Context: an optimization exercise on an open-source flow, tuned for small area. The choices shown serve that exercise and are no tape-out recipe. The RTL was checked by simulation tests, not by an equivalence proof against the original design. Power is estimated from default activity; no workload was simulated.

**flow/design.v**
```verilog
module bsrw (
    input             clk,
    input             rst,
    input             host_we,
    input      [2:0]  host_addr,
    input      [31:0] host_wdata,
    output            busy,
    output     [31:0] res0,
    output     [31:0] status,
    output            mem_req,
    output            mem_we,
    output     [9:0]  mem_addr,
    output     [7:0]  mem_wdata,
    input      [7:0]  mem_rdata,
    input             mem_ready,
    output            out_valid,
    output     [7:0]  out_data,
    input             out_ready
);
    localparam OP_CREATE = 4'h1, OP_DESTROY = 4'h2, OP_AT_END = 4'h3,
               OP_RD1    = 4'h4, OP_RDBITS  = 4'h5, OP_RDFIELD = 4'h6,
               OP_RDBA   = 4'h7, OP_REMBYT  = 4'h8, OP_REMBIT  = 4'h9,
               OP_WRBITS = 4'hA, OP_WRFIELD = 4'hB, OP_WRBA    = 4'hC,
               OP_DUMP   = 4'hD;
    localparam ST_IDLE = 4'd0,  ST_LD   = 4'd1,  ST_DEC  = 4'd2,  ST_CR   = 4'd3,
               ST_RD   = 4'd4,  ST_RW   = 4'd5,  ST_BA   = 4'd6,  ST_BW   = 4'd7,
               ST_WR   = 4'd8,  ST_DHDR = 4'd9,  ST_DROW = 4'd10, ST_DHEX = 4'd11,
               ST_DBAR = 4'd12, ST_DASC = 4'd13, ST_DSP  = 4'd14, ST_DLF  = 4'd15;
    reg [3:0]  st;
    reg [2:0]  ph;           
    reg [7:0]   rv;
    reg [79:0]  rbase;
    reg [87:0]  rlen;
    reg [111:0] rpos;
    reg [23:0]  rcb;         
    reg [13:0] a0v;
    reg        a0sat, a0neg;
    reg [31:0] arg1, arg2;
    reg [3:0]  opc, cid;
    reg        sf, ill;
    reg [14:0] r0;
    reg        err;
    reg [3:0]  fc;
    reg [1:0]  rs;
    reg [7:0]  acc;
    reg [13:0] R;            
    reg [2:0]  b;            
    reg [10:0] ptr;
    reg        ain, aout;    
    reg        zp;           
    reg        cs, skip;     
    reg        nsrc;         
    function gt14;
        input [13:0] a, b;
        integer i;
        reg r;
        begin
            r = 1'b0;
            for (i = 0; i < 14; i = i + 1)
                r = (a[i] & ~b[i]) | (~(a[i] ^ b[i]) & r);
            gt14 = r;
        end
    endfunction
    assign busy   = (st != ST_IDLE);
    assign res0   = {{17{r0[14]}}, r0};
    assign status = {22'd0, rs, fc, 3'd0, err};
    wire        hv    = rv[7];
    wire [9:0]  hbase = rbase[79:70];
    wire [10:0] hlen  = rlen[87:77];
    wire [13:0] hpos  = rpos[111:98];
    wire [2:0]  hcb   = rcb[23:21];
    wire        at_head = (ph == cid[2:0]);
    wire [9:0]  caddr   = hbase + hpos[9:0];
    wire        rbit    = mem_rdata[~hcb];
    wire        nocb   = (opc == OP_RDBA);
    wire [14:0] d      = {4'd0, hlen} - {1'b0, hpos};           
    wire        inbuf  = gt14({3'd0, hlen}, hpos);              
    wire [2:0]  cm     = nocb ? 3'd0 : hcb;
    wire [10:0] dd     = d[10:0] - {10'd0, (cm != 3'd0)};
    wire [2:0]  low3   = 3'd0 - cm;
    wire        Rnz    = (R != 14'd0);
    wire        gt     = inbuf ? gt14(R, {dd, low3}) : Rnz;
    wire [3:0]  cbr    = {1'b0, hcb} + {1'b0, R[2:0]};
    wire        cy     = cbr[3];
    wire        posovf = cy ? !gt14(~hpos, {3'd0, R[13:3]}) : gt14({3'd0, R[13:3]}, ~hpos);
    wire        ovr    = sf && gt;
    wire        ge8    = a0sat || (a0v[13:3] != 11'd0);
    wire [11:0] a0c    = ({1'b0, a0v[13:3]} + {11'd0, (a0v[2:0] != 3'd0)});
    wire [11:0] fcount = ge8 ? a0c : 12'd1;
    wire        a0big  = a0sat || (a0v[13:11] != 3'd0);
    wire        trunc  = a0big || gt;
    wire [10:0] nba    = (a0neg || !inbuf) ? 11'd0 : (trunc ? d[10:0] : a0v[10:0]);
    wire        a0zero = !a0sat && (a0v == 14'd0);
    wire        ba_out = !a0neg && (inbuf ? trunc : !a0zero);
    wire        ba_in  = inbuf && !a0neg && !a0zero;
    wire [13:0] Y      = (opc == OP_RDFIELD) ? {2'd0, fcount} :
                         (opc == OP_RDBA)    ? {3'd0, nba} : a0v;
    wire        ysat   = (opc != OP_RDBA) && a0sat;
    wire [14:0] insum  = {1'b0, arg1[13:0]} + {1'b0, Y};
    wire        inr    = !ysat && (arg1[31:14] == 18'd0) && (insum <= 15'd1024);
    wire [29:0] c8     = {1'b0, arg2[31:3]} + {29'd0, (arg2[2:0] != 3'd0)};
    wire        feq    = (arg1 == {2'd0, c8});
    wire        lenbad = (arg1[31:28] != 4'd0);
    wire        uses_ctx = (opc != OP_CREATE) && (opc != OP_DUMP);
    reg [3:0] fault;
    always @(*) begin
        fault = 4'd0;
        if (ill)
            fault = 4'd1;
        else if (uses_ctx && (cid[3] || !hv))
            fault = 4'd2;
        else begin
            case (opc)
                OP_RD1, OP_RDBITS:
                    fault = posovf ? 4'd7 : ovr ? 4'd8 : 4'd0;
                OP_RDFIELD:
                    fault = !inr ? 4'd6 : posovf ? 4'd7 : ovr ? 4'd8 : 4'd0;
                OP_RDBA, OP_DUMP:
                    fault = !inr ? 4'd6 : 4'd0;
                OP_WRBITS:
                    fault = ovr ? 4'd8 : 4'd0;
                OP_WRFIELD:
                    fault = !feq ? 4'd5 : !inr ? 4'd6 : ovr ? 4'd8 : 4'd0;
                OP_WRBA:
                    fault = !inr ? 4'd6 : ovr ? 4'd8 : 4'd0;
                default: fault = 4'd0;
            endcase
        end
    end
    wire [3:0] crfault = lenbad ? 4'd4 : !inr ? 4'd6 : 4'd0;
    wire [31:0] hw = host_wdata;
    reg hill;
    always @(*) begin
        hill = (hw[15:14] != 2'b00) || (hw[31:24] != 8'd0);
        case (hw[3:0])
            OP_CREATE:  hill = hill || (hw[7:4] != 0) || (hw[11:8] != 0) || hw[12] || (hw[23:16] != 0);
            OP_DESTROY, OP_AT_END, OP_RDBA, OP_REMBYT, OP_REMBIT:
                        hill = hill || (hw[11:8] != 0) || hw[12] || hw[13] || (hw[23:16] != 0);
            OP_RD1, OP_RDFIELD, OP_WRFIELD, OP_WRBA:
                        hill = hill || (hw[11:8] != 0) || hw[13] || (hw[23:16] != 0);
            OP_RDBITS:  hill = hill || (hw[11:8] == 0) || (hw[11:8] > 8) || hw[13] || (hw[23:16] != 0);
            OP_WRBITS:  hill = hill || (hw[11:8] == 0) || (hw[11:8] > 8) || hw[13];
            OP_DUMP:    hill = hill || (hw[7:4] != 0) || (hw[11:8] != 0) || hw[12] || hw[13] || (hw[23:16] != 0);
            default:    hill = 1'b1;
        endcase
    end
    wire       bulk   = (opc == OP_WRBA) || ((opc == OP_WRFIELD) && (arg2[2:0] == 3'd0));
    wire       ovw    = bulk && (hcb == 3'd0);
    wire       eskip  = cs ? !inbuf : skip;
    wire       wbit   = acc[~b];
    wire       used = gt14({3'd0, insum[10:0]}, {3'd0, ptr});
    wire [3:0] nib  = b[0] ? mem_rdata[3:0] : mem_rdata[7:4];
    wire [7:0] hexc = (nib < 4'd10) ? {4'h3, nib} : {4'h4, nib - 4'd9};
    reg [7:0] hdrc;
    always @(*) begin
        case (b)
            3'd0: hdrc = "H";
            3'd1: hdrc = "E";
            3'd2: hdrc = "X";
            3'd3: hdrc = "D";
            3'd4: hdrc = "U";
            3'd5: hdrc = "M";
            3'd6: hdrc = "P";
            default: hdrc = 8'h0A;
        endcase
    end
    reg [7:0] dch;
    reg       dout, dmem;
    always @(*) begin
        dch  = 8'h20;
        dout = 1'b0;
        dmem = 1'b0;
        case (st)
            ST_DHDR: begin dout = 1'b1; dch = hdrc; end
            ST_DHEX: begin
                dout = 1'b1;
                if (used && !b[1]) begin dmem = 1'b1; dch = hexc; end
            end
            ST_DBAR: begin dout = 1'b1; dch = (b == 3'd0) ? 8'h7C : 8'h20; end
            ST_DASC: begin
                dout = used; dmem = used;
                dch  = (mem_rdata >= 8'h20 && mem_rdata <= 8'h7E) ? mem_rdata : 8'h2E;
            end
            ST_DSP:  begin dout = 1'b1; end
            ST_DLF:  begin dout = 1'b1; dch = 8'h0A; end
            default: ;
        endcase
    end
    assign out_valid = at_head && dout && (!dmem || mem_ready);
    assign out_data  = dch;
    wire   dgo       = at_head && dout && (!dmem || mem_ready) && out_ready;
    reg m_req, m_we, m_ctx, m_acc, m_zero;
    always @(*) begin
        m_req = 1'b0; m_we = 1'b0; m_ctx = 1'b0; m_acc = 1'b0; m_zero = 1'b0;
        if (at_head) begin
            case (st)
                ST_RD: if (Rnz && inbuf) begin m_req = 1'b1; m_ctx = 1'b1; end
                ST_RW, ST_BW: begin m_req = 1'b1; m_we = 1'b1; m_acc = 1'b1; end
                ST_BA: if (Rnz) begin m_req = 1'b1; m_ctx = 1'b1; end
                ST_WR: begin
                    if (zp) begin
                        m_ctx = 1'b1; m_zero = 1'b1;
                        if (inbuf) begin m_req = 1'b1; m_we = 1'b1; end
                    end else if (!Rnz) begin
                    end else if (nsrc) begin
                        m_req = 1'b1;
                    end else if (!eskip && inbuf) begin
                        m_req = 1'b1; m_we = 1'b1; m_ctx = 1'b1;
                    end
                end
                default: m_req = dmem;
            endcase
        end
    end
    wire [7:0] bmask = 8'h80 >> hcb;
    assign mem_req   = m_req;
    assign mem_we    = m_we;
    assign mem_addr  = m_ctx ? caddr : ptr[9:0];
    assign mem_wdata = m_acc ? acc :
                       ((m_zero || ovw) ? 8'd0 : mem_rdata) | ((!m_zero && wbit) ? bmask : 8'd0);
    reg        alloc, destroy, mvbit, mvbyte;
    reg        nv;
    reg [9:0]  nbase;
    reg [10:0] nlen;
    reg [13:0] npos;
    reg [2:0]  ncb;
    always @(*) begin
        nv    = hv;
        nbase = hbase;
        nlen  = hlen;
        npos  = hpos + {13'd0, (mvbit && hcb == 3'd7) || mvbyte};
        ncb   = hcb + {2'd0, mvbit};
        if (destroy) nv = 1'b0;
        if (alloc) begin
            nv    = 1'b1;
            nbase = a0v[9:0];
            nlen  = arg1[10:0];
            npos  = 14'd0;
            ncb   = 3'd0;
        end
    end
    wire cr_here = ((st == ST_DEC && at_head && !ill) || st == ST_CR) && (opc == OP_CREATE);
    always @(*) begin
        alloc   = cr_here && !hv && (crfault == 4'd0);
        destroy = (st == ST_DEC) && at_head && (fault == 4'd0) && (opc == OP_DESTROY);
        mvbit   = 1'b0;
        mvbyte  = 1'b0;
        if (at_head) begin
            case (st)
                ST_RD: mvbit  = Rnz && (!inbuf || mem_ready);
                ST_BA: mvbyte = Rnz && mem_ready;
                ST_WR: mvbit  = !zp && Rnz && !nsrc && !eskip && (!inbuf || mem_ready);
                default: ;
            endcase
        end
    end
    always @(posedge clk) begin
        rbase <= {rbase[69:0], nbase};
        rlen  <= {rlen[76:0], nlen};
        rpos  <= {rpos[97:0], npos};
        rcb   <= {rcb[20:0], ncb};
        if (rst) begin
            rv <= 8'd0;
            ph <= 3'd0;
        end else begin
            rv <= {rv[6:0], nv};
            ph <= ph + 3'd1;
        end
    end
    wire [1:0] frs = aout ? (ain ? 2'd1 : 2'd2) : 2'd0;
    wire [31:0] awd = rst ? 32'd0 : host_wdata;
    always @(posedge clk) begin
        if (rst || (host_we && host_addr == 3'd1)) begin
            a0v   <= awd[13:0];
            a0sat <= (awd[31:14] != 18'd0);
            a0neg <= awd[31];
        end
        if (rst || (host_we && host_addr == 3'd2))
            arg1 <= awd;
        if (rst || (host_we && host_addr == 3'd3))
            arg2 <= awd;
    end
    always @(posedge clk) begin
        if (rst) begin
            st    <= ST_IDLE;
            r0    <= 15'd0;
            err   <= 1'b0;
            fc    <= 4'd0;
            rs    <= 2'd0;
        end else begin
            case (st)
            ST_IDLE: begin
                if (host_we && host_addr == 3'd0) begin
                    opc <= host_wdata[3:0];
                    cid <= host_wdata[7:4];
                    sf  <= host_wdata[12];
                    ill <= hill;
                    acc <= host_wdata[23:16];
                    R   <= {10'd0, host_wdata[11:8]} | {13'd0, (host_wdata[3:0] == OP_RD1)};
                    b   <= (host_wdata[3:0] == OP_WRBITS) ? (3'd0 - host_wdata[10:8]) : 3'd0;
                    zp  <= (host_wdata[3:0] == OP_CREATE) && host_wdata[13];
                    st  <= ST_LD;
                end
            end
            ST_LD: begin
                case (opc)
                    OP_RD1, OP_RDBITS, OP_WRBITS: ;
                    OP_RDFIELD:           R <= a0v;
                    OP_WRFIELD:           R <= arg2[13:0];
                    OP_WRBA:              R <= {arg1[10:0], 3'd0};
                    OP_RDBA:              R <= {a0v[10:0], 3'd0};
                    default:              R <= 14'd0;
                endcase
                ptr  <= (opc == OP_RDFIELD || opc == OP_RDBA) ? arg1[10:0] : a0v[10:0];
                ain  <= 1'b0;
                aout <= 1'b0;
                cs   <= 1'b1;
                nsrc <= (opc == OP_WRFIELD) || (opc == OP_WRBA);
                st   <= ST_DEC;
            end
            ST_DEC, ST_CR: begin
                if (opc == OP_CREATE && !ill) begin
                    if (cr_here) begin
                        if (!hv) begin
                            if (crfault != 4'd0) begin
                                r0 <= 15'd0; fc <= crfault; rs <= 2'd0; err <= 1'b1;
                                st <= ST_IDLE;
                            end else begin
                                r0  <= {12'd0, ph};
                                fc  <= 4'd0;
                                rs  <= 2'd0;
                                cid <= {1'b0, ph};
                                st  <= ST_WR;
                            end
                        end else if (ph == 3'd7) begin
                            r0 <= 15'd0; fc <= 4'd3; rs <= 2'd0; err <= 1'b1;
                            st <= ST_IDLE;
                        end else begin
                            st <= ST_CR;
                        end
                    end
                end else if (at_head) begin
                    if (fault != 4'd0) begin
                        r0 <= 15'd0; fc <= fault; rs <= 2'd0; err <= 1'b1;
                        st <= ST_IDLE;
                    end else begin
                        r0 <= 15'd0;
                        fc <= 4'd0;
                        rs <= 2'd0;
                        case (opc)
                            OP_DESTROY: st <= ST_IDLE;
                            OP_AT_END:  begin r0 <= {14'd0, !inbuf}; st <= ST_IDLE; end
                            OP_REMBYT:  begin r0 <= d; st <= ST_IDLE; end
                            OP_REMBIT:  begin r0 <= inbuf ? {1'b0, dd, low3} : 15'd0; st <= ST_IDLE; end
                            OP_RD1, OP_RDBITS: st <= ST_RD;
                            OP_RDFIELD: begin r0 <= {3'd0, fcount}; st <= ST_RD; end
                            OP_RDBA: begin
                                r0   <= {4'd0, nba};
                                R    <= {3'd0, nba};
                                ain  <= ba_in;
                                aout <= ba_out;
                                st   <= ST_BA;
                            end
                            OP_DUMP: begin
                                r0 <= {8'd0, ({1'b0, arg1[10:4]} + {7'd0, (arg1[3:0] != 4'd0)})};
                                st <= ST_DHDR;
                            end
                            default: st <= ST_WR;    
                        endcase
                    end
                end
            end
            ST_RD: if (at_head) begin
                if (Rnz) begin
                    if (!inbuf || mem_ready) begin
                        acc  <= {acc[6:0], inbuf & rbit};
                        R    <= R - 14'd1;
                        b    <= b + 3'd1;
                        ain  <= ain | inbuf;
                        aout <= aout | !inbuf;
                        if (opc == OP_RDFIELD && ge8 && b == 3'd7)
                            st <= ST_RW;
                    end
                end else if (opc == OP_RDFIELD) begin
                    if (!ge8)
                        st <= ST_RW;
                    else if (b != 3'd0) begin
                        acc <= {acc[6:0], 1'b0};
                        b   <= b + 3'd1;
                        if (b == 3'd7)
                            st <= ST_RW;
                    end else begin
                        rs <= frs;
                        st <= ST_IDLE;
                    end
                end else begin
                    r0 <= {7'd0, acc};
                    rs <= frs;
                    st <= ST_IDLE;
                end
            end
            ST_RW: if (at_head && mem_ready) begin
                ptr <= ptr + 11'd1;
                if (ge8)
                    st <= ST_RD;
                else begin
                    rs <= frs;
                    st <= ST_IDLE;
                end
            end
            ST_BA: if (at_head) begin
                if (!Rnz) begin
                    rs <= frs;
                    st <= ST_IDLE;
                end else if (mem_ready) begin
                    acc <= mem_rdata;
                    st  <= ST_BW;
                end
            end
            ST_BW: if (at_head && mem_ready) begin
                ptr <= ptr + 11'd1;
                R   <= R - 14'd1;
                st  <= ST_BA;
            end
            ST_WR: if (at_head) begin
                if (zp) begin
                    if (!inbuf || mem_ready)
                        zp <= 1'b0;
                end else if (!Rnz) begin
                    rs <= frs;
                    st <= ST_IDLE;
                end else if (nsrc) begin
                    if (mem_ready) begin
                        acc  <= mem_rdata;
                        ptr  <= ptr + 11'd1;
                        nsrc <= 1'b0;
                        cs   <= 1'b1;
                    end
                end else if (eskip || !inbuf || mem_ready) begin
                    R    <= R - 14'd1;
                    b    <= b + 3'd1;
                    cs   <= 1'b0;
                    skip <= eskip;
                    ain  <= ain | (!eskip && inbuf);
                    aout <= aout | eskip | !inbuf;
                    if (!eskip && hcb == 3'd7)
                        zp <= 1'b1;
                    if (b == 3'd7 && opc != OP_WRBITS)
                        nsrc <= 1'b1;
                end
            end
            ST_DHDR: if (dgo) begin
                b <= b + 3'd1;
                if (b == 3'd7)
                    st <= ST_DROW;
            end
            ST_DROW: if (at_head) begin
                b   <= 3'd0;
                R   <= 14'd15;       
                if (!used) begin
                    rs <= frs;
                    st <= ST_IDLE;
                end else
                    st <= ST_DHEX;
            end
            ST_DHEX: if (dgo) begin
                if (b == 3'd3 || (b == 3'd2 && R[3:0] != 4'd8)) begin
                    b   <= 3'd0;
                    R   <= R - 14'd1;
                    ptr <= ptr + 11'd1;
                    if (R[3:0] == 4'd0)
                        st <= ST_DBAR;
                end else
                    b <= b + 3'd1;
            end
            ST_DBAR: if (dgo) begin
                b <= b + 3'd1;
                if (b == 3'd2) begin
                    ptr <= ptr - 11'd16;
                    st  <= ST_DASC;
                end
            end
            ST_DASC: if (at_head) begin
                if (!used)
                    st <= ST_DSP;
                else if (dgo) begin
                    R   <= R - 14'd1;
                    ptr <= ptr + 11'd1;
                    if (R[3:0] == 4'd0)
                        st <= ST_DSP;
                end
            end
            ST_DSP: if (dgo) st <= ST_DLF;
            ST_DLF: if (dgo) st <= ST_DROW;
            default: st <= ST_IDLE;
            endcase
        end
    end
endmodule
```
**flow/flow/run.sh**
```bash
#!/bin/bash
# Own layout flow: the standard flow (standard.sh), with these changes to how the
# layout is made:
#  * synthesis: the same ORFS synthesis script (synth_recipe.tcl), so the same registers,
#    but ABC maps the logic with an area-oriented script (flow/abc_area.script) and
#    adders are left to ABC instead of the fa/ha cell map;
#  * ports are buffered with sky130_fd_sc_hd__buf_1;
#  * clock tree synthesis uses clkbuf_4 buffers and no dummy loads.
# Each make run's full output goes to its own log here (synth_make.log, layout_make.log);
# ORFS also keeps each tool's log under orfs/logs/.
set -uo pipefail
here=$(pwd)
rm -rf "$here/scripts_area"
cp -r "$FLOW_HOME/scripts" "$here/scripts_area"
chmod -R u+w "$here/scripts_area"
cp "$here/flow/abc_area.script" "$here/scripts_area/abc_area.script"
bash standard.sh "SCRIPTS_DIR=$here/scripts_area" ABC_AREA=1 ADDER_MAP_FILE= synth > synth_make.log 2>&1
status=$?
if [[ $status -ne 0 ]]; then
  tail -30 synth_make.log
  exit $status
fi
bash standard.sh \
  "BUFFER_PORTS_ARGS=-buffer_cell sky130_fd_sc_hd__buf_1" \
  "CTS_ARGS=-sink_clustering_enable -repair_clock_nets -dont_use_dummy_load -buf_list sky130_fd_sc_hd__clkbuf_4" \
  finish > layout_make.log 2>&1
status=$?
tail -20 layout_make.log
exit $status
```
**flow/flow/abc_area.script**
```
strash
&get -n
&fraig -x
&put
scorr
dc2
dretime
strash
&get -n
&dch -f
&nf {D}
&put
strash
&get -n
&dch -f
&nf {D}
&put
strash
&get -n
&dch -f
&nf {D}
&put
strash
&get -n
&dch -f
&nf {D}
&put
```
**flow/standard.sh**
```bash
#!/bin/bash
# synth_recipe.tcl (not shown) runs the flow's synth.tcl, then flattens the netlist and writes it again
# the make line also repeats each setting of config.mk as NAME=value (left out here)
make -C /OpenROAD-flow-scripts/flow DESIGN_CONFIG=/design/flow/config.mk WORK_HOME=/design/flow/orfs CLKGATE_MAP_FILE= SYNTH_SCRIPT=/design/flow/synth_recipe.tcl "${@:-finish}"
```
**flow/config.mk**
```make
export PLATFORM = sky130hd
export DESIGN_NAME = bsrw
export DESIGN_NICKNAME = bsrw
export VERILOG_FILES = /design/flow/design.v
export SDC_FILE = /design/flow/constraint.sdc
export NUM_CORES = 4
export LEC_CHECK = 0
export CAP_MARGIN = 20
export CORE_MARGIN = 2
export CORE_UTILIZATION = 40
export SLEW_MARGIN = 20
```
**flow/constraint.sdc**
```tcl
create_clock -name core_clock -period 20.0 [get_ports {clk}]
set_input_delay 4.0000 -clock core_clock [delete_from_list [all_inputs] [get_ports {clk}]]
set_output_delay 4.0000 -clock core_clock [all_outputs]
set_load 0.01 [all_outputs]
```
==> results of run 1 <==
synth_stat cells, drive strengths merged, types with 10 or more instances:
cell type and count:
nor4 21, edfxtp 132, o21ai 121, and2 29, xnor2 71, a31oi 28, o211ai 18, nor2b 63
mux2 22, nand4 17, xor2 43, nand2 176, a311oi 10, buf 44, nand3 47, or3 22
nor2 163, o31ai 12, a222oi 10, a211oi 27, clkinv 25, or2 14, and3 33, nor3 64
o22ai 23, nand2b 36, a21oi 128, a22oi 30, dfxtp 341
per-stage QoR:
step	power (W)	setup WS, ns	hold WS, ns	area [um2]	util, %
after global routing	0.00235	6.00	0.223	21600	45.2
after detailed placement	0.00164	7.71	0.312	20700	43.3
after CTS	0.00224	6.75	0.197	21600	45.1
after floorplan	0.00144	9.54	0.310	19500	-
after global placement	0.00164	7.94	0.310	20700	43.3
final	0.00223	6.56	0.212	21600	45.2
layer usage:
layer  share of wire, %  wire (um)  up-vias  global-route usage (%)
met5              0.025         16        -                       0
met4                3.8       2470        2                    10.7
met3                7.2       4710      139                    5.77
met2                 43      28200      690                    38.8
met1                 46      29700     7819                    35.9
li1                   -          -     7535                       -
worst max path at each step:
stage / cells after the start / slack (ns) / from / to
5_1_grt: 26 / 6.00 / rcb[22]$_DFF_P_ / out_valid
2_1_floorplan: 22 / 9.54 / R[0]$_DFFE_PP_ / out_valid
3_3_place_gp: 26 / 7.94 / rcb[22]$_DFF_P_ / out_valid
3_5_place_dp: 26 / 7.71 / rcb[22]$_DFF_P_ / out_valid
4_1_cts: 26 / 6.75 / rcb[22]$_DFF_P_ / out_valid
6_report: 26 / 6.56 / rcb[22]$_DFF_P_ / out_valid
cell families after synthesis:
family	Yosys count
AND/OR/NAND/NOR	710
adder cells (fa/ha/maj)	8
other	1
buffers and inverters	69
AO/OA/AOI/OAI	505
multiplexers	32
XOR/XNOR	114
flip-flops	473
flip-flops by register name, indices dropped and copies added (netlist names), 4 cells and up:
name / cells
rpos: 112
rlen: 88
rbase: 80
arg1: 32
arg2: 32
rcb: 24
r0: 15
R: 14
a0v: 14
ptr: 11
acc: 8
rv: 8
cid: 4
fc: 4
opc: 4
st: 4
final cells by class:
class                   count  share of cell area, %
flip-flops and latches    473                   49.9
repair buffers            153                   3.32
well taps                 615                   3.56
clock buffers             117                   4.06
inverters                  25                  0.434
diodes                      6                 0.0695
multi-input cells        1395                   38.6
where the power goes:
group          switching (W)  internal [W]  leakage, nW  total (W)
Combinational       0.000328      0.000169         3.31   0.000497
Clock               0.000326      0.000263        0.538   0.000588
Sequential         0.0000777       0.00106         4.01    0.00114
Total               0.000732       0.00149         7.86    0.00223
==> impl_metrics.csv, run 1 <==
group,metric,value,unit
sta,drv_slew,0,
setup_path,reg2reg_to,"ptr[5]$_DFFE_PP_",
setup_path,critPathMaxFanout,14,
yosys,yosysSeqAreaShare,55.6,%
finish,final_cell_mix,"dfxtp_1 (341), nand2_1 (176), nor2_1 (162), edfxtp_1 (132), a21oi_1 (128)",
cts,cts_tree,"yes",
setup_path,r2r_setup_slack,9.79,ns
yosys,synth_ff_type,"dfxtp_1",
yosys,ys_ff_latch,473,
setup_path,crit_slowest_cell,"a31oi_1",
sta,finalCriticalPeriod,13.44,ns
route,avgViaCountPerCell,5.81,
cts,numClockSinks,473,
sta,tns,0,ns
yosys,post-synth-top-area-fraction,35.2,%
route,vias,16185,
die,num_rows,80,
job,max_cap_violations,0,
place,io_buffer_count,115,
sta,tightest_slew,1.04,ns
yosys,yosys.area_share.simple,18.0,%
sta,max_freq,0.0744,GHz
yosys,synth_area_leaders,"dfxtp_1 (35%), edfxtp_1 (20%), nand2_1 (3.4%)",
pwr,p_per_area,103,mW/mm2
finish,n_fill_cell,4606,
yosys,synth_compound_area_share,16.7,%
yosys,synth_area,0.0194,mm2
finish,instances_no_fill,2784,
die,die-width,224,um
setup_path,start_kind,"flip-flop",
setup_path,crit_family,"compound AO/OA/AOI/OAI gates",
finish,multi_input_area,0.00835,mm2
pwr,cellLeakagePower,7.86,nW
yosys,synth.avg_cell_area,10.2,um2
die,ioPinCount,142,
cts,cts_made_buffers,117,
sta,relSlewSlack,29.7,%
yosys,synthCells,1912,
cts,cts_setup_buffers,0,
finish,seqCellArea,0.0108,mm2
setup_path,path_class,"reg2out",
finish,drive_gt1_share,7.67,%
die,dieArea,0.0503,mm2
sta,setup_violations,0,
setup_path,worst-path-buf-inv,1,
die,die_h,224,um
cts,ctsHoldBuffers,0,
min_path,min_from,"rbase[22]$_DFF_P_",
route,drc,0,
place,place_inst,2661,
cts,htreeDepth,3,
route,post_drt_wl_per_cell,23.4,um
cts,ctsResizeCount,0,
grt,grt_pass1_wl,96600,um
setup_path,endpoint_kind,"output pin",
setup_path,critPathArrivalTime,9.44,ns
sta,skew,0.105,ns
grt,grt_use_total,25.8,%
grt,antenna_found_initial,4,
finish,nets,2213,
min_path,holdPathEnd,"rbase[32]$_DFF_P_",
setup_path,worstPathRequired,16.00,ns
finish,final_common_cell,"dfxtp_1",
route,drt-initial-drc-count,1348,
route,ant_nets,0,
grt,grt_max_degree,49,
route,drt-total-wl,65100,um
min_path,hold_depth,0,
grt,grt_pass1_vias,15692,
die,initial_core_util,40.6,%
setup_path,cpPeakStageDelay,0.77,ns
cts,clk_latency,0.88,ns
pwr,vdd_drop_max,48.0,uV
yosys,ys_async_sr_fraction,0,%
place,gp_congestion,0.972,
setup_path,reg2reg_from,"rcb[22]$_DFF_P_",
yosys,synth_fa_ha_area_share,0.413,%
cts,clockRootBuffer,"clkbuf_4",
yosys,synth_cell_types,65,
sta,rsz0062_at_grt,"false",
route,dr.pass1.iters,7,
yosys,synth_top_family_by_area,"simple AND/OR/NAND/NOR gates",
yosys,synth_edf_count,132,
yosys,yosysTopAreaCell,"dfxtp_1",
yosys,yosys-mux-area-fraction,1.86,%
sta,finalHoldViolCount,0,
yosys,ys_warn_count,1,
grt,grt.overflow.total,0,
finish,syn_to_final_growth,11.3,%
yosys,synth_xor_area_share,5.14,%
place,hpwlAfterDp,49100,um
sta,period_share,67.2,%
outcome,status,"no timing/DRC/antenna violations",
setup_path,reg2reg_depth,27,
cts,cts.reportedPaths.clkPinSlew,0.06,ns
min_path,min_path_type,"reg2reg",
die,core_area,0.0478,mm2
cts,cts_buffer_depth,3,
==> run 2, diff against run 1 <==
--- a/flow/design.v
+++ b/flow/design.v
@@ -29,5 +29,4 @@
     reg [3:0]  st;
     reg [2:0]  ph;           
-    reg [7:0]   rv;
     reg [79:0]  rbase;
     reg [87:0]  rlen;
@@ -65,5 +64,5 @@
     assign res0   = {{17{r0[14]}}, r0};
     assign status = {22'd0, rs, fc, 3'd0, err};
-    wire        hv    = rv[7];
+    wire        hv    = !(hlen[10] && hbase[9]);
     wire [9:0]  hbase = rbase[79:70];
     wire [10:0] hlen  = rlen[87:77];
@@ -73,8 +72,7 @@
     wire [9:0]  caddr   = hbase + hpos[9:0];
     wire        rbit    = mem_rdata[~hcb];
-    wire        nocb   = (opc == OP_RDBA);
     wire [14:0] d      = {4'd0, hlen} - {1'b0, hpos};           
     wire        inbuf  = gt14({3'd0, hlen}, hpos);              
-    wire [2:0]  cm     = nocb ? 3'd0 : hcb;
+    wire [2:0]  cm     = hcb;
     wire [10:0] dd     = d[10:0] - {10'd0, (cm != 3'd0)};
     wire [2:0]  low3   = 3'd0 - cm;
@@ -89,5 +87,5 @@
     wire [11:0] fcount = ge8 ? a0c : 12'd1;
     wire        a0big  = a0sat || (a0v[13:11] != 3'd0);
-    wire        trunc  = a0big || gt;
+    wire        trunc  = a0big || gt14({3'd0, a0v[10:0]}, {3'd0, d[10:0]});
     wire [10:0] nba    = (a0neg || !inbuf) ? 11'd0 : (trunc ? d[10:0] : a0v[10:0]);
     wire        a0zero = !a0sat && (a0v == 14'd0);
@@ -220,5 +218,4 @@
                        ((m_zero || ovw) ? 8'd0 : mem_rdata) | ((!m_zero && wbit) ? bmask : 8'd0);
     reg        alloc, destroy, mvbit, mvbyte;
-    reg        nv;
     reg [9:0]  nbase;
     reg [10:0] nlen;
@@ -226,12 +223,13 @@
     reg [2:0]  ncb;
     always @(*) begin
-        nv    = hv;
         nbase = hbase;
         nlen  = hlen;
         npos  = hpos + {13'd0, (mvbit && hcb == 3'd7) || mvbyte};
         ncb   = hcb + {2'd0, mvbit};
-        if (destroy) nv = 1'b0;
+        if (destroy) begin
+            nbase[9] = 1'b1;
+            nlen[10] = 1'b1;
+        end
         if (alloc) begin
-            nv    = 1'b1;
             nbase = a0v[9:0];
             nlen  = arg1[10:0];
@@ -256,15 +254,12 @@
     end
     always @(posedge clk) begin
-        rbase <= {rbase[69:0], nbase};
-        rlen  <= {rlen[76:0], nlen};
+        rbase <= {rbase[69:0], nbase} | (rst ? {8{10'h200}} : 80'd0);
+        rlen  <= {rlen[76:0], nlen}   | (rst ? {8{11'h400}} : 88'd0);
         rpos  <= {rpos[97:0], npos};
         rcb   <= {rcb[20:0], ncb};
-        if (rst) begin
-            rv <= 8'd0;
+        if (rst)
             ph <= 3'd0;
-        end else begin
-            rv <= {rv[6:0], nv};
+        else
             ph <= ph + 3'd1;
-        end
     end
     wire [1:0] frs = aout ? (ain ? 2'd1 : 2'd2) : 2'd0;
@@ -309,5 +304,4 @@
                     OP_WRFIELD:           R <= arg2[13:0];
                     OP_WRBA:              R <= {arg1[10:0], 3'd0};
-                    OP_RDBA:              R <= {a0v[10:0], 3'd0};
                     default:              R <= 14'd0;
                 endcase
--- a/flow/flow/run.sh
+++ b/flow/flow/run.sh
@@ -6,5 +6,5 @@
 #    adders are left to ABC instead of the fa/ha cell map;
 #  * ports are buffered with sky130_fd_sc_hd__buf_1;
-#  * clock tree synthesis uses clkbuf_4 buffers and no dummy loads.
+#  * clock tree synthesis uses small clusters of clkbuf_4 buffers and no dummy loads.
 # Each make run's full output goes to its own log here (synth_make.log, layout_make.log);
 # ORFS also keeps each tool's log under orfs/logs/.
@@ -23,5 +23,5 @@
 bash standard.sh \
   "BUFFER_PORTS_ARGS=-buffer_cell sky130_fd_sc_hd__buf_1" \
-  "CTS_ARGS=-sink_clustering_enable -repair_clock_nets -dont_use_dummy_load -buf_list sky130_fd_sc_hd__clkbuf_4" \
+  "CTS_ARGS=-sink_clustering_enable -repair_clock_nets -dont_use_dummy_load -buf_list sky130_fd_sc_hd__clkbuf_4 -sink_clustering_size 9 -sink_clustering_max_diameter 45" \
   finish > layout_make.log 2>&1
 status=$?
==> impl_metrics.csv, run 2 <==
group,metric,value,unit
outcome,status,"no timing/DRC/antenna violations",
cts,ctsResizeCount,0,
setup_path,crit_chain,"xor2_1 -> o211a_1 -> o311ai_0 -> a21oi_1 -> o311a_1 -> nor2_1 -> o32ai_1 -> o221a_1 -> nor2_1 -> mux2i_1 -> o211ai_1 -> xnor2_1 -> xor2_1 -> maj3_1 -> maj3_1 -> maj3_1 -> maj3_1 -> o21ai_0 -> a211oi_1 -> o2bb2ai_1 -> nor3b_1 -> nand3_1 -> nand4_1 -> buf_1",
sta,finalHoldViolCount,0,
sta,tightest_slew,1.13,ns
sta,setup_violations,0,
sta,skew,0.0827,ns
route,vias,16017,
route,dr_wl_met3,4660,um
finish,reg_top3,"rpos: 112 flops, rlen: 88 flops, rbase: 80 flops",
cts,cts_tree,"yes",
pwr,p_per_area,95.2,mW/mm2
setup_path,cpPeakStageDelay,0.78,ns
setup_path,worst-path-buf-inv,1,
setup_path,crit_top_cell,"maj3_1",
yosys,post-synth-top-area-fraction,34.6,%
place,gp_congestion,0.985,
cts,htreeDepth,3,
setup_path,path_class,"reg2out",
cts,ctsHoldBuffers,0,
place,place_inst,2694,
die,die-width,224,um
setup_path,reg2reg_depth,26,
cts,cts_buffer_depth,3,
grt,grt_use_total,25.7,%
route,avgViaCountPerCell,5.79,
yosys,yosysSeqAreaShare,55.2,%
pwr,cellLeakagePower,7.48,nW
yosys,ys_async_sr_fraction,0,%
yosys,synth_compound_area_share,17.0,%
die,core_area,0.0476,mm2
finish,final_common_cell,"dfxtp_1",
cts,cts_made_buffers,70,
setup_path,endpoint_kind,"output pin",
setup_path,reg2reg_to,"R[7]$_DFFE_PP_",
yosys,synth_area_leaders,"dfxtp_1 (35%), edfxtp_1 (21%), nor2_1 (4.3%)",
setup_path,crit_family,"compound AO/OA/AOI/OAI gates",
route,dr.pass1.iters,5,
yosys,ys_ff_latch,465,
yosys,synthCells,1946,
yosys,synth_fa_ha_area_share,0.779,%
finish,nets,2199,
finish,top_register,"rpos",
yosys,yosys.area_share.simple,18.9,%
die,dieArea,0.0500,mm2
route,highest_layer,"met5",
finish,final_cell_mix,"dfxtp_1 (333), nor2_1 (222), nand2_1 (172), a21oi_1 (135), edfxtp_1 (132)",
yosys,yosysMostFrequentCell,"dfxtp_1",
route,ant_nets,0,
die,ioPinCount,142,
finish,n_fill_cell,4608,
yosys,ys_warn_count,1,
yosys,synth_xor_area_share,5.03,%
yosys,synth_ff_type,"dfxtp_1",
route,post_drt_wl_per_cell,23.2,um
route,drc,0,
cts,numClockSinks,465,
min_path,min_path_type,"reg2reg",
yosys,synth_cell_types,70,
grt,grt_max_degree,70,
die,initial_core_util,40.4,%
setup_path,start_kind,"flip-flop",
grt,antenna_found_initial,3,
setup_path,r2r_setup_slack,10.50,ns
route,drt-met1-wl,27800,um
route,wl_met2,28800,um
yosys,synth_common_cells,"dfxtp_1 (333), nor2_1 (222), nand2_1 (172), a21oi_1 (135), o21ai_0 (133)",
cts,cts_setup_buffers,0,
route,drt-total-wl,64200,um
die,die_h,224,um
min_path,holdPathEnd,"rcb[10]$_DFF_P_",
yosys,yosysTopAreaCell,"dfxtp_1",
route,drt-initial-drc-count,1443,
job,max_cap_violations,0,
setup_path,reg2reg_from,"rpos[99]$_DFF_P_",
finish,drive_gt1_share,5.40,%
finish,instances_no_fill,2768,
sta,finalCriticalPeriod,13.08,ns
cts,cts.reportedPaths.clkPinSlew,0.09,ns
sta,tns,0,ns
setup_path,crit_slowest_cell,"nor2_1",
finish,largest_reg_flops,112,
setup_path,worstPathRequired,16.00,ns
min_path,hold_depth,0,
sta,drv_slew,0,
grt,grt_pass1_wl,96200,um
setup_path,critPathMaxFanout,12,
setup_path,critPathArrivalTime,9.08,ns
pwr,vdd_drop_max,47.6,uV
yosys,synth_top_family_by_area,"simple AND/OR/NAND/NOR gates",
yosys,yosys-mux-area-fraction,0.662,%
die,num_rows,80,
yosys,synth_edf_count,132,
place,io_buffer_count,115,
cts,clk_latency,0.81,ns
cts,clockRootBuffer,"clkbuf_4",
place,hpwlAfterDp,48300,um
sta,relSlewSlack,23.5,%
sta,max_freq,0.0765,GHz
grt,grt_pass1_vias,15616,
grt,grt.overflow.total,0,
min_path,min_from,"rcb[7]$_DFF_P_",
yosys,synth.avg_cell_area,9.90,um2
sta,period_share,65.4,%
finish,syn_to_final_growth,9.46,%
sta,rsz0062_at_grt,"false",
yosys,synth_area,0.0193,mm2
[run 2: logic make-up after synthesis]
| logic type | count (synthesis) |
|---|---|
| other | 1 |
| muxes | 10 |
| DFF | 465 |
| xor gates and xnor gates | 109 |
| buffers and inverters | 78 |
| AOI/OAI and AO/OA | 514 |
| adders and majority gates | 15 |
| and+or+nand+nor | 754 |
[run 2: worst max path at each step]
stage | from | endpoint | slack (ns) | cells past startpoint
floorplan | rpos[99]$_DFF_P_ | out_data[1] | 9.39 | 23
global placement | rpos[99]$_DFF_P_ | out_data[0] | 7.97 | 24
detailed placement | rpos[99]$_DFF_P_ | out_data[1] | 7.84 | 24
CTS | rpos[99]$_DFF_P_ | out_data[2] | 6.89 | 25
global route | rpos[99]$_DFF_P_ | out_data[2] | 6.11 | 24
finish | rpos[99]$_DFF_P_ | out_data[2] | 6.92 | 24
[run 2: metal layers]
layer,global-route usage [%],up-vias
met4,11.8,2
met1,33.9,7623
met5,0,-
li1,-,7517
met3,5.19,153
met2,40.5,722
[run 2: metrics by stage]
stage               total power (W)  hold WS, ns  utilization (%)  setup WS (ns)  area (um2)
finish                      0.00201        0.286             44.3           6.92       21100
global route                0.00211        0.270             44.3           6.11       21100
CTS                         0.00202        0.284             44.3           6.89       21100
detailed placement          0.00156        0.312             43.2           7.84       20600
global placement            0.00156        0.310             43.2           7.97       20600
floorplan                   0.00137        0.310                -           9.39       19400
[run 2: final cells by class]
class	count	area (um2)	area share [%]
repair buffers	152	711	3.37
well taps	615	769	3.65
inverters	34	128	0.605
flip-flops and latches	465	10600	50.4
diodes	4	10.0	0.0474
clock buffers	70	526	2.49
multi-input cells	1428	8320	39.4
[run 2: power by group]
| part | total (W) | switching, W | internal (W) |
|---|---|---|---|
| combinational | 0.000430 | 0.000287 | 0.000142 |
| clock | 0.000457 | 0.000297 | 0.000161 |
| sequential | 0.00112 | 0.0000821 | 0.00104 |
| total | 0.00201 | 0.000666 | 0.00134 |
==> run 3, diff against run 2 <==
--- a/flow/config.mk
+++ b/flow/config.mk
@@ -6,6 +6,6 @@
 export NUM_CORES = 4
 export LEC_CHECK = 0
-export CAP_MARGIN = 20
+export CAP_MARGIN = 0
 export CORE_MARGIN = 2
 export CORE_UTILIZATION = 40
-export SLEW_MARGIN = 20
+export SLEW_MARGIN = 0
==> impl_metrics.csv, run 3 <==
group,metric,value,unit
setup_path,start_kind,"flip-flop",
setup_path,crit_chain,"xor2_1 -> o211a_1 -> o311ai_0 -> a21oi_1 -> o311a_1 -> nor2_1 -> o32ai_1 -> o221a_1 -> nor2_1 -> mux2i_1 -> o211ai_1 -> xnor2_1 -> xor2_1 -> maj3_1 -> maj3_1 -> maj3_1 -> maj3_1 -> o21ai_0 -> a211oi_1 -> o2bb2ai_1 -> nor3b_1 -> nand3_1 -> nand4_1 -> buf_1",
grt,grt_pass1_vias,15616,
grt,grtUsageMet2,40.5,%
cts,htreeDepth,3,
pwr,cellLeakagePower,7.48,nW
pwr,fin_total_pwr,0.00201,W
cts,cts_buffer_depth,3,
place,hpwlAfterDp,48300,um
yosys,post-synth-top-area-fraction,34.6,%
route,avgViaCountPerCell,5.79,
setup_path,worstPathRequired,16.00,ns
sta,finalCriticalPeriod,13.11,ns
finish,final_common_cell,"dfxtp_1",
cts,cts.reportedPaths.clkPinSlew,0.09,ns
yosys,ys_async_sr_fraction,0,%
sta,drv_slew,0,
die,initial_core_util,40.4,%
grt,grt_pass1_wl,96200,um
sta,rsz0062_at_grt,"false",
pwr,p_comb_share,21.4,%
setup_path,reg2reg_to,"R[7]$_DFFE_PP_",
sta,max_freq,0.0763,GHz
yosys,yosysTopAreaCell,"dfxtp_1",
sta,skew,0.0803,ns
cts,numClockSinks,465,
grt,grt_max_degree,70,
route,drt-initial-drc-count,1431,
finish,drive_gt1_share,5.40,%
sta,tightest_slew,1.32,ns
cts,cts_made_buffers,70,
route,dr.pass1.iters,6,
place,gp_congestion,0.985,
cts,cts_setup_buffers,0,
setup_path,critPathArrivalTime,9.11,ns
route,ant_nets,0,
cts,ctsHoldBuffers,0,
cts,ctsResizeCount,0,
yosys,synth_edf_count,132,
yosys,synth_common_cells,"dfxtp_1 (333), nor2_1 (222), nand2_1 (172), a21oi_1 (135), o21ai_0 (133)",
place,pre_cts_slack,7.84,ns
yosys,synth.avg_cell_area,9.90,um2
setup_path,r2r_setup_slack,10.50,ns
grt,use_met1,33.9,%
sta,finalHoldViolCount,0,
setup_path,crit_top_cell,"maj3_1",
setup_path,path_class,"reg2out",
job,max_cap_violations,0,
finish,nets,2199,
outcome,status,"no timing/DRC/antenna violations",
finish,reg_top3,"rpos: 112 flops, rlen: 88 flops, rbase: 80 flops",
die,die-width,224,um
sta,worst_slack,6.89,ns
yosys,synth_area,0.0193,mm2
pwr,switching_share,33.2,%
sta,relSlewSlack,10.8,%
grt,top_usage_layer,"met2",
sta,tns,0,ns
pwr,netSwitchingPower,0.000666,W
route,drt-total-wl,64300,um
cts,clk_latency,0.81,ns
pwr,vdd_drop_max,47.6,uV
sta,setup_violations,0,
finish,syn_to_final_growth,9.47,%
setup_path,cpPeakStageDelay,0.81,ns
finish,largest_reg_flops,112,
die,core_area,0.0476,mm2
pwr,sequentialPowerShare,55.8,%
finish,final_cell_mix,"dfxtp_1 (333), nor2_1 (222), nand2_1 (172), a21oi_1 (135), edfxtp_1 (132)",
yosys,yosysMostFrequentCell,"dfxtp_1",
yosys,synth_area_leaders,"dfxtp_1 (35%), edfxtp_1 (21%), nor2_1 (4.3%)",
yosys,ys_ff_latch,465,
yosys,synth_cell_types,70,
grt,grt.overflow.total,0,
grt,antenna_found_initial,3,
min_path,min_from,"rcb[7]$_DFF_P_",
route,vias,16039,
yosys,synthCells,1946,
place,io_buffer_count,115,
route,drc,0,
setup_path,endpoint_kind,"output pin",
min_path,holdPathEnd,"rcb[10]$_DFF_P_",
cts,clockRootBuffer,"clkbuf_4",
min_path,hold_depth,0,
sta,period_share,65.6,%
yosys,ys_warn_count,1,
setup_path,critPathMaxFanout,12,
cts,cts_tree,"yes",
setup_path,reg2reg_from,"rpos[99]$_DFF_P_",
grt,met3_usage,5.19,%
pwr,p_per_area,95.1,mW/mm2
pwr,p_int,0.00134,W
sta,whs,0.286,ns
setup_path,reg2reg_depth,26,
grt,grt_use_total,25.7,%
die,num_rows,80,
yosys,yosysSeqAreaShare,55.2,%
die,ioPinCount,142,
route,post_drt_wl_per_cell,23.2,um
finish,top_register,"rpos",
setup_path,crit_slowest_cell,"nor2_1",
pwr,p_clk_share,22.8,%
die,dieArea,0.0500,mm2
die,die_h,224,um
min_path,min_path_type,"reg2reg",
yosys,synth_ff_type,"dfxtp_1",
-- run 3: changes by cell type in the layout (fill, tap and decap cells not counted) --
| cell | delta |
|---|---|
| diode_2 | +1 |
| o311ai_0 | +1 |
| o311ai_1 | -1 |
-- run 3: power groups by stage --
stage               logic (W)  clock network [W]  registers, W
finish               0.000430           0.000457       0.00112
global route         0.000467           0.000516       0.00113
CTS                  0.000423           0.000479       0.00112
detailed placement   0.000420                  0       0.00114
global placement     0.000420                  0       0.00114
floorplan            0.000263                  0       0.00111
-- run 3: layout make-up --
cell class              count  area [um2]
well taps                 615         769
multi-input cells        1428        8320
clock buffers              70         526
diodes                      5        12.5
inverters                  34         128
fillers                  4609       26500
flip-flops and latches    465       10600
repair buffers            152         711
-- run 3: logic make-up (layout without fill, tap and decap cells) --
kind of cell | count (synthesis) | count (layout) | share of synthesized area [%]
multiplexers | 10 | 10 | 0.662
AO/OA/AOI/OAI | 514 | 514 | 17.0
other | 1 | 31 | 0.0195
flip-flops | 465 | 465 | 55.2
AND/OR/NAND/NOR | 754 | 754 | 18.9
XOR/XNOR | 109 | 109 | 5.03
adder cells (fa/ha/maj) | 15 | 15 | 0.779
buffers and inverters | 78 | 256 | 2.38
-- run 3: how the worst max path moves through the flow --
stage | start | end | slack, ns
2_1_floorplan | rpos[99]$_DFF_P_ | out_data[1] | 9.39
3_3_place_gp | rpos[99]$_DFF_P_ | out_data[0] | 7.97
3_5_place_dp | rpos[99]$_DFF_P_ | out_data[1] | 7.84
4_1_cts | rpos[99]$_DFF_P_ | out_data[2] | 6.89
5_1_grt | rpos[99]$_DFF_P_ | out_data[2] | 6.11
6_report | rpos[99]$_DFF_P_ | out_data[2] | 6.89
-- run 3: metrics by stage --
stage | cells | util [%] | cell area (um2)
global route | 2766 | 44.3 | 21100
CTS | 2764 | 44.3 | 21100
finish | 2769 | 44.3 | 21100
detailed placement | 2694 | 43.2 | 20600
floorplan | 1971 | - | 19400
global placement | 2694 | 43.2 | 20600
-- run 3: critical path: cells and delay by family, from the launching register on --
kind | cells | cell delay (ns)
compound gates | 10 | 3.14
xor+xnor | 3 | 0.57
fa+ha+maj | 4 | 1.44
buf+inv | 1 | 0.16
flops | 1 | 0.55
mux | 1 | 0.37
simple gates | 5 | 2.10
-- run 3: metal layers --
metal / vias to the layer above / routed length [um]
met3: 143 / 4650
met1: 7657 / 27900
li1: 7519 / -
met2: 718 / 29000
met5: - / 13
met4: 2 / 2700
==> run 4, diff against run 3 <==
--- a/flow/design.v
+++ b/flow/design.v
@@ -48,5 +48,5 @@
     reg        ain, aout;    
     reg        zp;           
-    reg        cs, skip;     
+    reg        skip;         
     reg        nsrc;         
     function gt14;
@@ -85,5 +85,5 @@
     wire        ge8    = a0sat || (a0v[13:3] != 11'd0);
     wire [11:0] a0c    = ({1'b0, a0v[13:3]} + {11'd0, (a0v[2:0] != 3'd0)});
-    wire [11:0] fcount = ge8 ? a0c : 12'd1;
+    wire [11:0] fcount = a0c | {11'd0, (a0v == 14'd0)};
     wire        a0big  = a0sat || (a0v[13:11] != 3'd0);
     wire        trunc  = a0big || gt14({3'd0, a0v[10:0]}, {3'd0, d[10:0]});
@@ -145,5 +145,5 @@
     wire       bulk   = (opc == OP_WRBA) || ((opc == OP_WRFIELD) && (arg2[2:0] == 3'd0));
     wire       ovw    = bulk && (hcb == 3'd0);
-    wire       eskip  = cs ? !inbuf : skip;
+    wire       eskip  = skip;
     wire       wbit   = acc[~b];
     wire       used = gt14({3'd0, insum[10:0]}, {3'd0, ptr});
@@ -309,5 +309,4 @@
                 ain  <= 1'b0;
                 aout <= 1'b0;
-                cs   <= 1'b1;
                 nsrc <= (opc == OP_WRFIELD) || (opc == OP_WRBA);
                 st   <= ST_DEC;
@@ -360,5 +359,8 @@
                                 st <= ST_DHDR;
                             end
-                            default: st <= ST_WR;    
+                            default: begin           
+                                skip <= !inbuf;
+                                st   <= ST_WR;
+                            end
                         endcase
                     end
@@ -429,11 +431,9 @@
                         ptr  <= ptr + 11'd1;
                         nsrc <= 1'b0;
-                        cs   <= 1'b1;
+                        skip <= !inbuf;
                     end
                 end else if (eskip || !inbuf || mem_ready) begin
                     R    <= R - 14'd1;
                     b    <= b + 3'd1;
-                    cs   <= 1'b0;
-                    skip <= eskip;
                     ain  <= ain | (!eskip && inbuf);
                     aout <= aout | eskip | !inbuf;
--- a/flow/config.mk
+++ b/flow/config.mk
@@ -6,6 +6,6 @@
 export NUM_CORES = 4
 export LEC_CHECK = 0
-export CAP_MARGIN = 0
+export CAP_MARGIN = 20
 export CORE_MARGIN = 2
 export CORE_UTILIZATION = 40
-export SLEW_MARGIN = 0
+export SLEW_MARGIN = 20
==> impl_metrics.csv, run 4 <==
group,metric,value,unit
outcome,status,"no timing/DRC/antenna violations",
yosys,synth_cell_types,69,
grt,grt_use_total,25.7,%
finish,top_register,"rpos",
cts,cts_made_buffers,70,
cts,numClockSinks,464,
place,hpwlAfterDp,48700,um
cts,cts_buffer_depth,3,
setup_path,reg2reg_depth,23,
die,die_h,223,um
cts,cts_tree,"yes",
yosys,synth_ff_type,"dfxtp_1",
finish,nets,2144,
grt,grt.overflow.total,0,
yosys,synthCells,1906,
pwr,p_per_area,96.3,mW/mm2
sta,whs,0.275,ns
route,vias,15825,
setup_path,r2r_setup_slack,10.83,ns
sta,relSlewSlack,27.5,%
yosys,synth_fa_ha_area_share,0.941,%
grt,grt_pass1_vias,15013,
finish,largest_reg_flops,112,
sta,setup_violations,0,
sta,finalCriticalPeriod,12.73,ns
pwr,vdd_drop_max,40.8,uV
grt,antenna_found_initial,2,
setup_path,critPathMaxFanout,14,
die,num_rows,80,
route,ant_nets,0,
setup_path,start_kind,"flip-flop",
setup_path,critPathArrivalTime,8.73,ns
yosys,yosys-mux-area-fraction,1.26,%
min_path,holdPathEnd,"rpos[14]$_DFF_P_",
place,io_buffer_count,115,
route,drt-total-wl,64400,um
finish,drive_gt1_share,4.82,%
die,core_area,0.0474,mm2
yosys,yosysMostFrequentCell,"dfxtp_1",
min_path,min_from,"rpos[0]$_SDFF_PP0_",
place,pre_cts_slack,8.30,ns
setup_path,reg2reg_from,"rpos[102]$_DFF_P_",
min_path,hold_depth,0,
yosys,yosysTopAreaCell,"dfxtp_1",
yosys,synth_area_leaders,"dfxtp_1 (35%), edfxtp_1 (21%), nor2_1 (3.8%)",
die,initial_core_util,40.3,%
sta,period_share,63.7,%
sta,rsz0062_at_grt,"false",
setup_path,reg2reg_to,"R[3]$_DFFE_PP_",
sta,tightest_slew,1.08,ns
setup_path,path_class,"reg2out",
place,gp_congestion,1.03,
route,post_drt_wl_per_cell,23.8,um
grt,grt_max_degree,53,
yosys,yosys.area_share.simple,18.6,%
route,drc,0,
yosys,post-synth-top-area-fraction,34.8,%
finish,final_util,44.0,%
finish,final_cell_mix,"dfxtp_1 (333), nor2_1 (193), nand2_1 (176), a21oi_1 (135), edfxtp_1 (131)",
finish,reg_top3,"rpos: 112 flops, rlen: 88 flops, rbase: 80 flops",
route,dr.pass1.iters,6,
sta,skew,0.0967,ns
yosys,synth.avg_cell_area,10.0,um2
yosys,ys_warn_count,1,
sta,tns,0,ns
cts,clk_latency,0.84,ns
yosys,synth_xor_area_share,5.65,%
sta,finalHoldViolCount,0,
yosys,ys_ff_latch,464,
pwr,cellLeakagePower,7.31,nW
sta,worst_slack,7.27,ns
place,place_inst,2639,
route,drt-initial-drc-count,1633,
yosys,synth_common_cells,"dfxtp_1 (333), nor2_1 (194), nand2_1 (176), a21oi_1 (136), edfxtp_1 (131)",
route,avgViaCountPerCell,5.84,
min_path,min_path_type,"reg2reg",
yosys,synth_compound_area_share,15.7,%
finish,syn_to_final_growth,9.05,%
setup_path,worstPathRequired,16.00,ns
cts,ctsResizeCount,0,
yosys,synth_edf_count,131,
sta,max_freq,0.0785,GHz
yosys,synth_area,0.0191,mm2
die,ioPinCount,142,
cts,clockRootBuffer,"clkbuf_4",
yosys,yosysSeqAreaShare,55.4,%
cts,htreeDepth,3,
die,die-width,223,um
finish,final_common_cell,"dfxtp_1",
setup_path,setup.worst_path.start,"rpos[102]$_DFF_P_",
yosys,synth_top_family_by_area,"simple AND/OR/NAND/NOR gates",
cts,cts_setup_buffers,0,
cts,cts.reportedPaths.clkPinSlew,0.10,ns
cts,ctsHoldBuffers,0,
setup_path,endpoint_kind,"output pin",
sta,drv_slew,0,
job,max_cap_violations,0,
finish,instances_no_fill,2712,
yosys,ys_async_sr_fraction,0,%
grt,grt_pass1_wl,95000,um
die,dieArea,0.0496,mm2
[run 4: changes by cell type after synthesis, sizes merged, moves of 8 or more]
cell,delta
nor2,-28
o21ai,-28
and3,-15
mux2,+15
o221ai,+10
a311oi,+8
xor2,+8
[run 4: logic make-up after synthesis]
group | after synthesis
adder cells (fa/ha/maj) | 18
XOR/XNOR | 122
other | 1
AND/OR/NAND/NOR | 731
buffers and inverters | 80
AO/OA/AOI/OAI | 468
multiplexers | 22
flip-flops | 464
[run 4: metal layers]
metal,part of all wire (%),vias to the layer above,GRT usage (%)
li1,-,7311,-
met1,44,7593,35.6
met2,43,744,38.5
met3,7.9,177,5.14
met4,4.7,0,12.3
met5,0,-,0
[run 4: worst max-delay path, stage by stage (launching register included)]
cell and delay [ns]:
dfxtp_1 0.57, xor2_1 0.17, nor3_1 0.30, a21oi_1 0.14, o21ai_0 0.24, a21oi_1 0.12, a2111oi_0 0.74, nand2_1 0.52
or3_1 0.58, a311oi_1 0.61, o21ai_0 0.34, xnor3_1 0.28, o32a_1 0.19, maj3_1 0.36, maj3_1 0.37, maj3_1 0.36
a221o_1 0.34, a31oi_1 0.19, o31ai_1 0.09, maj3_1 0.51, nor3_1 0.34, and2_0 0.25, a21oi_1 0.08, o21ai_0 0.08
buf_1 0.17
[run 4: worst max-delay path by stage]
stage / end / cells after the start
3_5_place_dp: out_data[0] / 24
3_3_place_gp: out_data[0] / 24
5_1_grt: out_data[3] / 24
2_1_floorplan: out_data[0] / 24
6_report: out_data[0] / 24
4_1_cts: out_data[0] / 24
[run 4: cell type report]
cell class,count,area (um2)
repair buffers,137,598
fillers,4691,26600
well taps,615,769
diodes,3,7.51
multi-input cells,1387,8240
clock buffers,70,526
flip-flops and latches,464,10600
inverters,36,135
[run 4: through the flow]
stage,total power [W],instance area [um2]
2_1_floorplan,0.00138,19200
3_3_place_gp,0.00156,20300
3_5_place_dp,0.00156,20300
4_1_cts,0.00202,20900
5_1_grt,0.00211,20900
6_report,0.00201,20900
[run 4: power by group]
| group | total, W | internal, W | switching, W |
|---|---|---|---|
| Clock | 0.000452 | 0.000161 | 0.000291 |
| Sequential | 0.00112 | 0.00103 | 0.0000874 |
| Combinational | 0.000436 | 0.000143 | 0.000293 |
| Total | 0.00201 | 0.00134 | 0.000672 |
==> run 5, diff against run 4 <==
--- a/flow/config.mk
+++ b/flow/config.mk
@@ -8,4 +8,4 @@
 export CAP_MARGIN = 20
 export CORE_MARGIN = 2
-export CORE_UTILIZATION = 40
+export CORE_UTILIZATION = 55
 export SLEW_MARGIN = 20
==> impl_metrics.csv, run 5 <==
group,metric,value,unit
outcome,status,"no timing/DRC/antenna violations",
sta,rsz0062_at_grt,"false",
yosys,synthCells,1906,
cts,clk_latency,0.76,ns
finish,drive_gt1_share,4.55,%
yosys,yosysMostFrequentCell,"dfxtp_1",
route,ant_nets,0,
grt,grt_use_total,32.8,%
die,initial_core_util,55.7,%
sta,tightest_slew,1.04,ns
finish,final_util,60.0,%
grt,antenna_found_initial,3,
sta,period_share,62.8,%
pwr,p_per_area,95.8,mW/mm2
cts,cts_tree,"yes",
setup_path,critPathArrivalTime,8.57,ns
pwr,cellLeakagePower,7.29,nW
cts,cts_made_buffers,66,
route,drc,0,
job,max_cap_violations,0,
yosys,synth_common_cells,"dfxtp_1 (333), nor2_1 (194), nand2_1 (176), a21oi_1 (136), edfxtp_1 (131)",
die,ioPinCount,142,
route,drt-total-wl,59700,um
finish,n_fill_cell,3095,
die,core_area,0.0344,mm2
grt,grt_pass1_wl,88800,um
finish,final_common_cell,"dfxtp_1",
yosys,synth_area_leaders,"dfxtp_1 (35%), edfxtp_1 (21%), nor2_1 (3.8%)",
die,die-width,191,um
die,die_h,191,um
yosys,synth_cell_types,69,
setup_path,start_kind,"flip-flop",
yosys,ys_async_sr_fraction,0,%
place,hpwlAfterDp,45000,um
yosys,post-synth-top-area-fraction,34.8,%
finish,syn_to_final_growth,7.73,%
cts,cts_buffer_depth,3,
pwr,vdd_drop_max,67.0,uV
yosys,synth_ff_type,"dfxtp_1",
cts,ctsResizeCount,0,
die,num_rows,68,
sta,finalCriticalPeriod,12.57,ns
route,post_drt_wl_per_cell,23.5,um
cts,htreeDepth,3,
finish,top_register,"rpos",
cts,numClockSinks,464,
sta,tns,0,ns
route,drt-initial-drc-count,1944,
cts,ctsHoldBuffers,0,
setup_path,critPathMaxFanout,14,
finish,largest_reg_flops,112,
cts,clockRootBuffer,"clkbuf_4",
finish,reg_top3,"rpos: 112 flops, rlen: 88 flops, rbase: 80 flops",
sta,skew,0.0655,ns
place,gp_congestion,1.06,
setup_path,worstPathRequired,16.00,ns
setup_path,path_class,"reg2out",
min_path,min_path_type,"reg2reg",
setup_path,endpoint_kind,"output pin",
route,avgViaCountPerCell,6.22,
route,vias,15818,
sta,max_freq,0.0796,GHz
yosys,ys_ff_latch,464,
yosys,yosysTopAreaCell,"dfxtp_1",
grt,grt_max_degree,60,
yosys,synth.avg_cell_area,10.0,um2
sta,setup_violations,0,
grt,grt.overflow.total,0,
die,dieArea,0.0363,mm2
finish,nets,2139,
sta,finalHoldViolCount,0,
cts,cts.reportedPaths.clkPinSlew,0.10,ns
cts,cts_setup_buffers,0,
yosys,synth_edf_count,131,
yosys,ys_warn_count,1,
route,dr.pass1.iters,8,
finish,final_cell_mix,"dfxtp_1 (333), nor2_1 (193), nand2_1 (176), a21oi_1 (135), edfxtp_1 (131)",
sta,relSlewSlack,30.4,%
place,io_buffer_count,115,
yosys,yosysSeqAreaShare,55.4,%
yosys,synth_area,0.0191,mm2
grt,grt_pass1_vias,14846,
sta,drv_slew,0,
## run 5: power breakdown
part           switching, W  internal, W  leakage (nW)
registers         0.0000891      0.00103          3.94
clock network      0.000283     0.000152         0.304
logic              0.000277     0.000141          3.04
## run 5: final timing paths
check / slack, ns / cells past startpoint / end / startpoint
worst min register to register: 0.31 / 0 / rbase[56]$_DFF_P_ / rbase[46]$_DFF_P_
worst max register to register: 10.62 / 24 / R[5]$_DFFE_PP_ / rpos[102]$_DFF_P_
worst max-delay path: 7.43 / 24 / out_data[0] / rpos[102]$_DFF_P_
worst min-delay path: 0.31 / 0 / rbase[56]$_DFF_P_ / rbase[46]$_DFF_P_
## run 5: through the flow
step / std cells / setup WS (ns) / hold WS, ns / area (um2) / power (W)
final: 2545 / 7.43 / 0.307 / 20600 / 0.00198
after global routing: 2545 / 6.84 / 0.308 / 20600 / 0.00207
after CTS: 2544 / 7.63 / 0.298 / 20600 / 0.00198
after detailed placement: 2478 / 8.46 / 0.312 / 20100 / 0.00155
after global placement: 2477 / 8.72 / 0.310 / 20100 / 0.00154
after floorplan: 1931 / 9.76 / 0.310 / 19200 / 0.00138
## run 5: cell type report
cell class                      count  area, um2  share of cell area [%]
Clock buffer                       66        495                    2.40
Antenna cell                        1       2.50                  0.0121
Timing Repair Buffer              136        588                    2.85
Inverter                           36        135                   0.655
Tap cell                          455        569                    2.76
Multi-Input combinational cell   1387       8230                    39.9
Sequential cell                   464      10600                    51.4
## run 5: metal layers
| layer | vias to the layer above | share of wire (%) | track usage (%) |
|---|---|---|---|
| met5 | - | 0.020 | 0 |
| met1 | 7508 | 42 | 44.9 |
| li1 | 7295 | - | - |
| met4 | 2 | 4.5 | 14.7 |
| met2 | 852 | 44 | 49.6 |
| met3 | 161 | 9.9 | 7.67 |
## run 5: worst max-delay path, cell delays in order, from the launching register on
cell       delay, ns
dfxtp_1         0.57
xor2_1          0.16
nor3_1          0.26
a21oi_1         0.12
o21ai_0         0.22
a21oi_1         0.11
a2111oi_0       0.78
nand2_1         0.54
or3_1           0.59
a211oi_1        0.66
nor2_1          0.15
xnor3_1         0.40
o32a_1          0.19
maj3_1          0.36
maj3_1          0.37
maj3_1          0.35
a221o_1         0.33
a31oi_1         0.19
o31ai_1         0.10
maj3_1          0.51
nor3_1          0.31
and2_0          0.24
a21oi_1         0.08
o21ai_0         0.07
buf_1           0.17
## run 5: cells by family after synthesis
logic type | synth area share, %
adders and majority gates | 0.941
DFF | 55.4
muxes | 1.26
xor gates and xnor gates | 5.65
other | 0.0196
AOI/OAI and AO/OA | 15.7
and+or+nand+nor | 18.6
buffers and inverters | 2.43

separate check: timing with driven ports:
In the flow no input, the clock included, has a driving cell. The finished layouts below were timed again as built, in two steps.
Step 1 (the two cells are an assumption about what drives the block):
set clk [get_ports {clk}]
set_driving_cell -lib_cell sky130_fd_sc_hd__clkbuf_16 $clk
set_driving_cell -lib_cell sky130_fd_sc_hd__buf_2 [delete_from_list [all_inputs] $clk]
Step 2 adds t to the input delays and takes it off the output delays; t is the mean of the earliest and latest rising clock arrival at the registers after step 1. Input paths then give back, and output paths get back, about the clock's delay inside the block.
a / b / c = no drivers / after step 1 / after step 2; a / b = the first two.
| run | t, ns | setup slack, ns | worst data-port slew with drivers (ns) |
|---|---|---|---|
| run 1 | 0.889 | 6.560 / 6.504 / 7.393 | 0.05 |
| run 2 | 0.825 | 6.923 / 6.867 / 7.692 | 0.03 |
| run 3 | 0.826 | 6.887 / 6.832 / 7.657 | 0.03 |
| run 4 | 0.842 | 7.268 / 7.216 / 8.058 | 0.04 |
| run 5 | 0.781 | 7.434 / 7.380 / 8.161 | 0.04 |
After both steps setup and hold are still met in every run listed.
